This design comes from an exercise in tuning for small area and a short achievable clock period on the open sky130 flow, not from production work. In this exercise RTL edits were held to simulation tests only and were not proved equivalent to the original. Power figures rest on the tool's default switching activity, not on a simulated workload.

==> run X <==
## pelcod_packer
module pelcod_packer #(
    parameter RAW_MAX = 8
) (
    input  wire       clk,
    input  wire       rst,              
    input  wire [7:0] addr_i,           
    input  wire       sink_present_i,
    input  wire       cmd_valid,
    output wire       cmd_ready,
    input  wire [4:0] cmd_op,
    input  wire [31:0] cmd_arg,
    input  wire       raw_valid,
    output wire       raw_ready,
    input  wire [7:0] raw_data,
    input  wire       raw_last,
    input  wire       raw_none,
    output wire       snk_valid,
    input  wire       snk_ready,
    output wire [7:0] snk_data,
    output wire       snk_first,
    output wire       snk_last,
    output wire       snk_empty,
    input  wire       snk_done,
    input  wire       snk_fail,
    input  wire [7:0] snk_err,
    output wire       st_valid,
    output wire [2:0] st_code,
    output wire [7:0] st_err
);
    reg        s_idle, s_dec, s_raw, s_chk, s_send, s_wait, s_stat;
    reg [63:0] ring;             
    reg [4:0]  op_q;
    reg [7:0]  addr_q;
    reg [7:0]  ck;               
    reg [7:0]  out_q;            
    reg [3:0]  j;                
    reg [2:0]  p;                
    reg        vq, f_first, f_last, f_empty, rr_q;
    wire       ld;               
    reg        pre_q;            
    reg        acc_q;            
    reg        sact;             
    reg signed [5:0] r;          
    reg [1:0]  c1;
    reg        c2, cmpa, cmpb;
    reg        zf, sf, lof, sgn;
    assign cmd_ready = s_idle;
    assign ld        = s_idle || s_stat;
    assign raw_ready = rr_q;
    assign st_valid  = s_stat;
    assign snk_valid = vq;
    assign snk_data  = out_q;
    assign st_err    = out_q;
    assign snk_first = f_first;
    assign snk_last  = f_last;
    assign snk_empty = f_empty;
    assign st_code   = {f_empty, f_last, f_first};
    wire op_s6     = (op_q >= 5'h01) && (op_q <= 5'h08);
    wire op_d1s6   = op_s6 && (op_q != 5'h03) && (op_q != 5'h04);
    wire op_d2s6   = op_s6 && (op_q != 5'h01) && (op_q != 5'h02);
    wire op_preset = (op_q >= 5'h10) && (op_q <= 5'h12);
    wire op_posu   = (op_q == 5'h13) || (op_q == 5'h14);
    wire op_zoomu  = (op_q == 5'h15);
    wire op_pan    = (op_q == 5'h19);
  ...
export LEC_CHECK = 0
export ABC_AREA = 1
export CAP_MARGIN = 20
export CORE_MARGIN = 2
export CORE_UTILIZATION = 55
export CTS_BUF_LIST = sky130_fd_sc_hd__clkbuf_8
export SLEW_MARGIN = 20
create_clock -name core_clock -period 25.0 [get_ports {clk}]
standard.sh (not shown) runs the stock make flow with config.mk's settings and CLKGATE_MAP_FILE= SYNTH_SCRIPT=/design/flow/synth_recipe.tcl, a recipe that flattens the netlist after the stock synthesis.
==> flow/flow/run.sh <==
#!/bin/bash
# Standard layout with these changes:
#  - synthesis: no full/half-adder cell extraction, and abc maps with
#    flow/area.abc (flow/synth_pre.tcl); registers are unchanged;
#  - small port buffers instead of delay cells;
#  - timing repair aimed at a tighter setup slack than the 25 ns clock needs;
#  - clock tree without the dummy loads CTS adds for balancing.
set -e
export BUFFER_PORTS_ARGS="-buffer_cell sky130_fd_sc_hd__buf_2"
export SETUP_SLACK_MARGIN=19
export ADDER_MAP_FILE=
export CTS_ARGS="-sink_clustering_enable -repair_clock_nets -root_buf sky130_fd_sc_hd__clkbuf_16 -buf_list sky130_fd_sc_hd__clkbuf_4 -dont_use_dummy_load -sink_clustering_size 10"
export FLOW_ABC_SCRIPT=$PWD/flow/area.abc
cat flow/synth_pre.tcl synth_recipe.tcl > synth_abc.tcl
sed "s#SYNTH_SCRIPT=[^ ]*#SYNTH_SCRIPT=$PWD/synth_abc.tcl#" standard.sh > standard_abc.sh
bash standard_abc.sh > standard.log 2>&1
==> flow/flow/area.abc <==
strash
&get -n
&fraig -x
&put
scorr
dc2
strash
&get -n
&dch -f
&nf
&put
strash
dch -f
amap
==> flow/flow/synth_pre.tcl <==
# Prepended to the standard flow's synthesis script: abc maps the combinational logic
# with flow/area.abc (area-oriented mapping) instead of the flow's
# abc_area.script.  abc sees only the combinational logic, so the
# registers stay as the standard synthesis makes them.
proc abc {args} {
  set a {}
  set skip 0
  foreach x $args {
    if { $skip } { set skip 0; continue }
    if { $x eq "-script" } { set skip 1; continue }
    lappend a $x
  }
  yosys abc -script $::env(FLOW_ABC_SCRIPT) {*}$a
}
==> run D (differences from run X) <==
--- a/flow/design.v
+++ b/flow/design.v
@@ -180,27 +180,49 @@
         for (g = 0; g < 4; g = g + 1) begin : g_dstr
             assign dstr[2*g]   = r[0] ? ring[8*(3+g) + 4] : ring[8*(4+g) + 4];
             assign dstr[2*g+1] = ring[8*(4+g) + 5];
         end
     endgenerate
-    wire tp   = op_tilt && !sgn;
-    wire useS = op_pan || op_posu || (op_tilt && sgn);    
-    wire zb   = zf || !(op_s6 || op_preset || op_posu || op_zoomu || op_float) ||
-                (op_s6 && !(j[0] ? op_d1s6 : op_d2s6));
-    wire k27  = tp && !sf && (lof || (!cmpa && !cmpb));
-    wire sat  = sf || lof || (useS && cmpa) || (tp && (cmpa || !cmpb));
-    reg  [15:0] kv;
-    always @(*) begin
-        if (op_s6)                      kv = 16'h3F3F;
-        else if (op_preset)             kv = 16'h00FF;
-        else if (op_zoomu || op_zoom)   kv = 16'hFFFF;
-        else if (op_tilt && sgn)        kv = 16'd9000;
-        else if (k27)                   kv = 16'd27000;
-        else                            kv = 16'd35999;
-    end
-    wire [7:0] kb = j[0] ? kv[15:8] : kv[7:0];
-    wire [7:0] dv = zb ? 8'h00 : sat ? kb : dstr;
+    function [7:0] dval;
+        input       hi;
+        input [7:0] s;
+        reg   [15:0] k;
+        reg          use_k;
+        begin
+            use_k = 1'b1;
+            k     = 16'd0;
+            if (op_s6) begin
+                if (hi ? op_d1s6 : op_d2s6) begin
+                    k = 16'h3F3F; use_k = sf;
+                end
+            end else if (op_preset) begin
+                k = 16'h00FF; use_k = sf;
+            end else if (op_posu) begin
+                k = 16'd35999; use_k = sf | cmpa;
+            end else if (op_zoomu) begin
+                k = 16'hFFFF; use_k = sf;
+            end else if (op_pan) begin
+                if (zf) k = 16'd0;
+                else begin k = 16'd35999; use_k = sf | cmpa; end
+            end else if (op_tilt && sgn) begin
+                if (zf) k = 16'd0;
+                else begin k = 16'd9000; use_k = sf | cmpa; end
+            end else if (op_tilt) begin
+                if (zf) k = 16'd0;
+                else if (sf) k = 16'd35999;
+                else if (lof) k = 16'd27000;
+                else if (cmpa) k = 16'd35999;
+                else if (!cmpb) k = 16'd27000;
+                else use_k = 1'b0;
+            end else if (op_zoom) begin
+                if (zf) k = 16'd0;
+                else begin k = 16'hFFFF; use_k = sf; end
+            end
+            dval = use_k ? (hi ? k[15:8] : k[7:0]) : s;
+        end
+    endfunction
+    wire [7:0] dv = dval(j[0], dstr);
     wire xfer = vq && snk_ready;
     reg  [7:0] nb;
     always @(*) begin
         nb = ring[7:0];
         if (!op_raw) begin
--- a/flow/flow/run.sh
+++ b/flow/flow/run.sh
@@ -7,10 +7,10 @@
 #  - clock tree without the dummy loads CTS adds for balancing.
 set -e
 export BUFFER_PORTS_ARGS="-buffer_cell sky130_fd_sc_hd__buf_2"
 export SETUP_SLACK_MARGIN=19
 export ADDER_MAP_FILE=
-export CTS_ARGS="-sink_clustering_enable -repair_clock_nets -root_buf sky130_fd_sc_hd__clkbuf_16 -buf_list sky130_fd_sc_hd__clkbuf_4 -dont_use_dummy_load -sink_clustering_size 10"
+export CTS_ARGS="-sink_clustering_enable -repair_clock_nets -buf_list sky130_fd_sc_hd__clkbuf_8 -dont_use_dummy_load"
 export FLOW_ABC_SCRIPT=$PWD/flow/area.abc
 cat flow/synth_pre.tcl synth_recipe.tcl > synth_abc.tcl
 sed "s#SYNTH_SCRIPT=[^ ]*#SYNTH_SCRIPT=$PWD/synth_abc.tcl#" standard.sh > standard_abc.sh
 bash standard_abc.sh > standard.log 2>&1
==> run C (differences from run X) <==
--- a/flow/flow/run.sh
+++ b/flow/flow/run.sh
@@ -7,10 +7,10 @@
 #  - clock tree without the dummy loads CTS adds for balancing.
 set -e
 export BUFFER_PORTS_ARGS="-buffer_cell sky130_fd_sc_hd__buf_2"
 export SETUP_SLACK_MARGIN=19
 export ADDER_MAP_FILE=
-export CTS_ARGS="-sink_clustering_enable -repair_clock_nets -root_buf sky130_fd_sc_hd__clkbuf_16 -buf_list sky130_fd_sc_hd__clkbuf_4 -dont_use_dummy_load -sink_clustering_size 10"
+export CTS_ARGS="-sink_clustering_enable -repair_clock_nets -root_buf sky130_fd_sc_hd__clkbuf_16 -buf_list sky130_fd_sc_hd__clkbuf_4 -dont_use_dummy_load"
 export FLOW_ABC_SCRIPT=$PWD/flow/area.abc
 cat flow/synth_pre.tcl synth_recipe.tcl > synth_abc.tcl
 sed "s#SYNTH_SCRIPT=[^ ]*#SYNTH_SCRIPT=$PWD/synth_abc.tcl#" standard.sh > standard_abc.sh
 bash standard_abc.sh > standard.log 2>&1
==> run H (differences from run X) <==
--- a/flow/design.v
+++ b/flow/design.v
@@ -56,20 +56,19 @@
     reg [7:0]  ck;               
     reg [7:0]  out_q;            
     reg [3:0]  j;                
     reg [2:0]  p;                
     reg        vq, f_first, f_last, f_empty, rr_q;
-    wire       ld;               
+    reg        ld;               
     reg        pre_q;            
     reg        acc_q;            
-    reg        sact;             
+    reg        sact, sdone;
     reg signed [5:0] r;          
     reg [1:0]  c1;
     reg        c2, cmpa, cmpb;
     reg        zf, sf, lof, sgn;
     assign cmd_ready = s_idle;
-    assign ld        = s_idle || s_stat;
     assign raw_ready = rr_q;
     assign st_valid  = s_stat;
     assign snk_valid = vq;
     assign snk_data  = out_q;
     assign st_err    = out_q;
@@ -180,27 +179,49 @@
         for (g = 0; g < 4; g = g + 1) begin : g_dstr
             assign dstr[2*g]   = r[0] ? ring[8*(3+g) + 4] : ring[8*(4+g) + 4];
             assign dstr[2*g+1] = ring[8*(4+g) + 5];
         end
     endgenerate
-    wire tp   = op_tilt && !sgn;
-    wire useS = op_pan || op_posu || (op_tilt && sgn);    
-    wire zb   = zf || !(op_s6 || op_preset || op_posu || op_zoomu || op_float) ||
-                (op_s6 && !(j[0] ? op_d1s6 : op_d2s6));
-    wire k27  = tp && !sf && (lof || (!cmpa && !cmpb));
-    wire sat  = sf || lof || (useS && cmpa) || (tp && (cmpa || !cmpb));
-    reg  [15:0] kv;
-    always @(*) begin
-        if (op_s6)                      kv = 16'h3F3F;
-        else if (op_preset)             kv = 16'h00FF;
-        else if (op_zoomu || op_zoom)   kv = 16'hFFFF;
-        else if (op_tilt && sgn)        kv = 16'd9000;
-        else if (k27)                   kv = 16'd27000;
-        else                            kv = 16'd35999;
-    end
-    wire [7:0] kb = j[0] ? kv[15:8] : kv[7:0];
-    wire [7:0] dv = zb ? 8'h00 : sat ? kb : dstr;
+    function [7:0] dval;
+        input       hi;
+        input [7:0] s;
+        reg   [15:0] k;
+        reg          use_k;
+        begin
+            use_k = 1'b1;
+            k     = 16'd0;
+            if (op_s6) begin
+                if (hi ? op_d1s6 : op_d2s6) begin
+                    k = 16'h3F3F; use_k = sf;
+                end
+            end else if (op_preset) begin
+                k = 16'h00FF; use_k = sf;
+            end else if (op_posu) begin
+                k = 16'd35999; use_k = sf | cmpa;
+            end else if (op_zoomu) begin
+                k = 16'hFFFF; use_k = sf;
+            end else if (op_pan) begin
+                if (zf) k = 16'd0;
+                else begin k = 16'd35999; use_k = sf | cmpa; end
+            end else if (op_tilt && sgn) begin
+                if (zf) k = 16'd0;
+                else begin k = 16'd9000; use_k = sf | cmpa; end
+            end else if (op_tilt) begin
+                if (zf) k = 16'd0;
+                else if (sf) k = 16'd35999;
+                else if (lof) k = 16'd27000;
+                else if (cmpa) k = 16'd35999;
+                else if (!cmpb) k = 16'd27000;
+                else use_k = 1'b0;
+            end else if (op_zoom) begin
+                if (zf) k = 16'd0;
+                else begin k = 16'hFFFF; use_k = sf; end
+            end
+            dval = use_k ? (hi ? k[15:8] : k[7:0]) : s;
+        end
+    endfunction
+    wire [7:0] dv = dval(j[0], dstr);
     wire xfer = vq && snk_ready;
     reg  [7:0] nb;
     always @(*) begin
         nb = ring[7:0];
         if (!op_raw) begin
@@ -214,28 +235,34 @@
         end
     end
     wire load  = pre_q && (!vq || snk_ready);
     wire acc_n = load && !op_raw && (j >= 4'd2) && (j <= 4'd5);
     wire [2:0] p_n     = (s_chk && !op_raw) ? 3'd1 : p + 3'd1;
-    wire       sdone_n = !sact || s_last;
-    wire [5:0] r_n     = r - 6'sd2;
+    wire       sdone_n = (sact && s_last) || sdone;
+    wire [5:0] r_n     = (sact || sdone) ? r - 6'sd2 : r;
     wire al_d1_n = (r_n[3:1] == {3{r_n[0]}});
     wire al_d2_n = (r_n[2:1] == {2{r_n[0]}}) && (r_n[3] != r_n[0]);
-    wire [2:0] pj   = p + j[2:0];
-    wire       d1ok = sdone_n && (op_s6 ? al_d2_n : al_d1_n);
-    wire       d2ok = sdone_n && al_d2_n;
-    wire       pace = (p_n == 3'd6);
-    wire pre_l = op_raw ? ((j >= 4'd2) && (pj == 3'd0)) :
-                 (j == 4'd4) ? d1ok :
-                 (j == 4'd3) ? d2ok :
-                 (j >= 4'd5) ? pace : 1'b0;
-    wire pre_w = op_raw ? ((j >= 4'd1) && (pj == 3'd7)) :
-                 (j == 4'd3) ? d1ok :
-                 (j == 4'd2) ? d2ok :
-                 (j == 4'd1) ? 1'b1 :
-                 (j >= 4'd4) ? pace : 1'b0;
-    wire pre_c = op_raw && (j >= 4'd2) && (pj == 3'd0);
+    function pre_f;
+        input [3:0] jj;
+        input       acc;
+        begin
+            if (jj == 4'd0)
+                pre_f = 1'b0;
+            else if (op_raw)
+                pre_f = ((p_n + jj[2:0]) == 3'd0);
+            else case (jj)
+                4'd3:    pre_f = sdone_n && (op_s6 ? al_d2_n : al_d1_n);
+                4'd2:    pre_f = sdone_n && al_d2_n;
+                4'd1:    pre_f = !acc;
+                default: pre_f = (p_n == 3'd6);
+            endcase
+        end
+    endfunction
+    wire [3:0] j_chk = op_raw ? ((j != 4'd0) ? j - 4'd1 : 4'd0) : 4'd6;
+    wire pre_c = pre_f(j_chk, 1'b0);
+    wire pre_l = pre_f(j - 4'd1, !op_raw && (j >= 4'd2) && (j <= 4'd5));
+    wire pre_w = pre_f(j, 1'b0);
     wire pre_n = s_chk ? (sink_present_i && pre_c) :
                  s_send ? (load ? pre_l : pre_w) : 1'b0;
     wire cap      = s_raw && ((j == 4'd0) || (p == 3'd1));
     wire raw_fire = cap && raw_valid;
     wire raw_end  = raw_fire && (raw_none || raw_last);
@@ -286,25 +313,29 @@
         if (ld) begin
             op_q <= cmd_op;
             ck   <= addr_q;
             sact <= 1'b0;
         end
-        c1 <= c1n;
-        c2 <= c2n;
-        r  <= r - 6'sd2;
         if (sact) begin
+            c1   <= c1n;
+            c2   <= c2n;
             cmpa <= cmpa_n;
             cmpb <= cmpb_n;
-            if (s_last)
-                sact <= 1'b0;
+            if (s_last) begin
+                sact  <= 1'b0;
+                sdone <= 1'b1;
+            end
         end
+        if (sact || sdone)
+            r <= r - 6'sd2;
         if (s_dec) begin
             c1   <= {1'b0, op_zoom && !lo16nz};
             c2   <= op_tilt && !ad[31];
             cmpa <= 1'b1;
             cmpb <= 1'b1;
             sgn  <= ad[31];
+            sdone <= 1'b0;
             sact  <= !op_ill && !op_raw && !(op_float && is_nan);
             if ((op_pan || op_tilt) && win_pt)
                 r <= r_pt;
             else if (op_zoom && win_z)
                 r <= r_z;
@@ -333,17 +364,19 @@
                 end
             end else if (op_zoom) begin
                 zf <= ad[31] || (ex <= 8'd109);
                 sf <= !ad[31] && (ex >= 8'd127);
             end
-            out_q <= 8'd0;
-            if (op_ill)
+            if (op_ill) begin
                 {f_empty, f_last, f_first} <= 3'd1;
-            else if (op_raw)
+                out_q   <= 8'd0;
+            end else if (op_raw) begin
                 j <= 4'd0;
-            else if (op_float && is_nan)
+            end else if (op_float && is_nan) begin
                 {f_empty, f_last, f_first} <= 3'd2;
+                out_q   <= 8'd0;
+            end
         end
         if (s_raw) begin
             if (j == 4'd0)
                 out_q <= raw_data;           
             if (raw_fire) begin
@@ -385,28 +418,33 @@
             {f_empty, f_last, f_first} <= {snk_fail, 2'b00};
         end
         rr_q   <= (s_dec && op_raw) ||
                   (s_raw && !raw_end && ((j == 4'd0) || raw_fire || (p == 3'd0)));
         s_idle <= (s_idle && !cmd_valid) || s_stat;
+        ld     <= (s_idle && !cmd_valid) || s_stat ||
+                  (s_dec && (op_ill || (op_float && is_nan))) ||
+                  (s_chk && !sink_present_i) || (s_wait && snk_done);
         s_dec  <= s_idle && cmd_valid;
         s_raw  <= (s_dec && op_raw) || (s_raw && !raw_end);
         s_chk  <= (s_dec && !op_ill && !op_raw && !(op_float && is_nan)) || raw_end;
         s_send <= (s_chk && sink_present_i) || (s_send && !(xfer && f_last));
         s_wait <= (s_send && xfer && f_last) || (s_wait && !snk_done);
         s_stat <= (s_dec && (op_ill || (op_float && is_nan))) ||
                   (s_chk && !sink_present_i) || (s_wait && snk_done);
         if (rst) begin
             addr_q <= addr_i;
             s_idle <= 1'b1;
+            ld     <= 1'b1;
             s_dec  <= 1'b0;
             s_raw  <= 1'b0;
             s_chk  <= 1'b0;
             s_send <= 1'b0;
             s_wait <= 1'b0;
             s_stat <= 1'b0;
             rr_q   <= 1'b0;
             vq     <= 1'b0;
             pre_q  <= 1'b0;
             sact   <= 1'b0;
+            sdone  <= 1'b0;
         end
     end
 endmodule
==> flow/flow/run.sh (replaced) <==
#!/bin/bash
# Standard layout, with small port buffers instead of delay cells, and
# timing repair aimed at a tighter setup slack than the 25 ns clock needs.
export BUFFER_PORTS_ARGS="-buffer_cell sky130_fd_sc_hd__buf_2"
export SETUP_SLACK_MARGIN=19
bash standard.sh > standard.log 2>&1
--- a/flow/config.mk
+++ b/flow/config.mk
@@ -6,8 +6,8 @@
 export NUM_CORES = 4
 export LEC_CHECK = 0
 export ABC_AREA = 1
 export CAP_MARGIN = 20
 export CORE_MARGIN = 2
-export CORE_UTILIZATION = 55
+export CORE_UTILIZATION = 70
 export CTS_BUF_LIST = sky130_fd_sc_hd__clkbuf_8
 export SLEW_MARGIN = 20
removed: flow/flow/area.abc
removed: flow/flow/synth_pre.tcl
==> impl_metrics.py <==
metrics = {
    "grt": {
        "grt_use_met3_pct": 8.00,
        "grt_pass1_vias": 6195,
    },
    "cts": {
        "cts.sinks": 130,
    },
    "run_status": {
        "outcome": "timing/DRC/antenna clean",
    },
    "logic_synthesis": {
        "synth_common_cells": "145 x nor2_1, 103 x dfxtp_1, 84 x clkinv_1, 78 x o21ai_0, 70 x nand2_1",
        "avgSynthCellArea_um2": 7.98,
    },
    "cells_and_area": {
        "seq_share_pct": 40.3,
        "bufAreaShareNonClock_pct": 7.24,
        "areaGrowthSynthToFinish_pct": 12.4,
        "n_fill_cell": 1003,
    },
    "critical_path": {
        "worstSetupStartpoint": "out_q[6]$_DFF_P_",
        "reg2reg_to": "cmpb$_SDFFE_PP1P_",
    },
    "power": {
        "p_seq_mw": 0.272,
        "seq_power_share_pct": 53.1,
    },
    "placement": {
        "pre_cts_ws_ns": 18.62,
    },
}
the above is filed under run X

==> impl_metrics.py <==
metrics = {
    "logic_synthesis": {
        "synth_mux_area_share_pct": 0.361,
        "synth_common_cells": "324 x nand2_1, 164 x inv_1, 102 x nor2_1, 101 x dfxtp_1, 96 x o21ai_0",
    },
    "power": {
        "irDropWorstVdd_uv": 68.3,
        "seq_power_share_pct": 38.6,
        "switching_share_pct": 40.6,
    },
    "placement": {
        "pre_cts_ws_ns": 18.38,
    },
    "cts": {
        "cts.sinks": 132,
    },
    "cells_and_area": {
        "seq_share_pct": 32.4,
        "n_fill_cell": 841,
        "bufAreaShareNonClock_pct": 5.94,
        "areaGrowthSynthToFinish_pct": 10.7,
    },
    "grt": {
        "grt_overflow": 0,
        "grt_pass1_vias": 7884,
    },
    "critical_path": {
        "worstSetupStartpoint": "f_empty$_DFFE_PP_",
        "reg2reg_to": "cmpa$_SDFFE_PP1P_",
    },
    "run_status": {
        "outcome": "timing/DRC/antenna clean",
    },
}
the above is filed under run H

==> impl_metrics.py <==
metrics = {
    "grt": {
        "grt_pass1_vias": 6195,
    },
    "critical_path": {
        "reg2reg_to": "cmpb$_SDFFE_PP1P_",
    },
    "placement": {
        "pre_cts_ws_ns": 18.62,
    },
    "cells_and_area": {
        "bufAreaShareNonClock_pct": 7.24,
    },
    "cts": {
        "cts.sinks": 130,
    },
    "power": {
        "seq_power_share_pct": 53.1,
        "p_seq_mw": 0.272,
    },
    "run_status": {
        "outcome": "timing/DRC/antenna clean",
    },
    "logic_synthesis": {
        "avgSynthCellArea_um2": 7.98,
        "synth_common_cells": "145 x nor2_1, 103 x dfxtp_1, 84 x clkinv_1, 78 x o21ai_0, 70 x nand2_1",
    },
}
the above is filed under run C

==> impl_metrics.py <==
metrics = {
    "grt": {
        "grt_use_met3_pct": 5.52,
        "grt_pass1_vias": 6553,
    },
    "logic_synthesis": {
        "avgSynthCellArea_um2": 7.71,
        "synth_common_cells": "177 x nor2_1, 103 x dfxtp_1, 98 x clkinv_1, 71 x nand2_1, 62 x a21oi_1",
    },
    "power": {
        "p_seq_mw": 0.275,
        "seq_power_share_pct": 50.1,
    },
    "critical_path": {
        "worstSetupStartpoint": "f_empty$_DFFE_PP_",
        "reg2reg_to": "cmpa$_SDFFE_PP1P_",
    },
    "cells_and_area": {
        "areaGrowthSynthToFinish_pct": 14.1,
        "n_fill_cell": 1005,
    },
    "run_status": {
        "outcome": "timing/DRC/antenna clean",
    },
}
the above is filed under run D

[re-timing with driven ports]
Ports are ideal in the flow. The routed layouts listed here were re-timed in OpenROAD. Step 1 sets driving cells, clkbuf_16 on the clock port and buf_2 on the other inputs (assumed; they add their load-dependent delay and slew). Step 2 adds t to the input delays and takes it off the output delays; t is the mean of the earliest and latest rising clock arrival at the registers after step 1. Input paths then give back, and output paths get back, about the clock's delay inside the block. Three values: ideal, step 1, step 2; two values: the first two.
| run | t (ns) | slack for setup (ns) | worst data-port slew with drivers (ns) |
|---|---|---|---|
| run X | 0.411 | 19.029 / 18.985 / 18.708 | 0.04 |
| run D | 0.473 | 19.026 / 18.986 / 18.666 | 0.04 |
| run C | 0.411 | 19.029 / 18.985 / 18.708 | 0.04 |
| run H | 0.503 | 18.981 / 18.944 / 18.641 | 0.05 |
After both steps every run listed still meets setup and hold. For run D, which loses most, drivers alone change the setup slack by -0.040 ns; drivers and shift together by -0.360 ns.
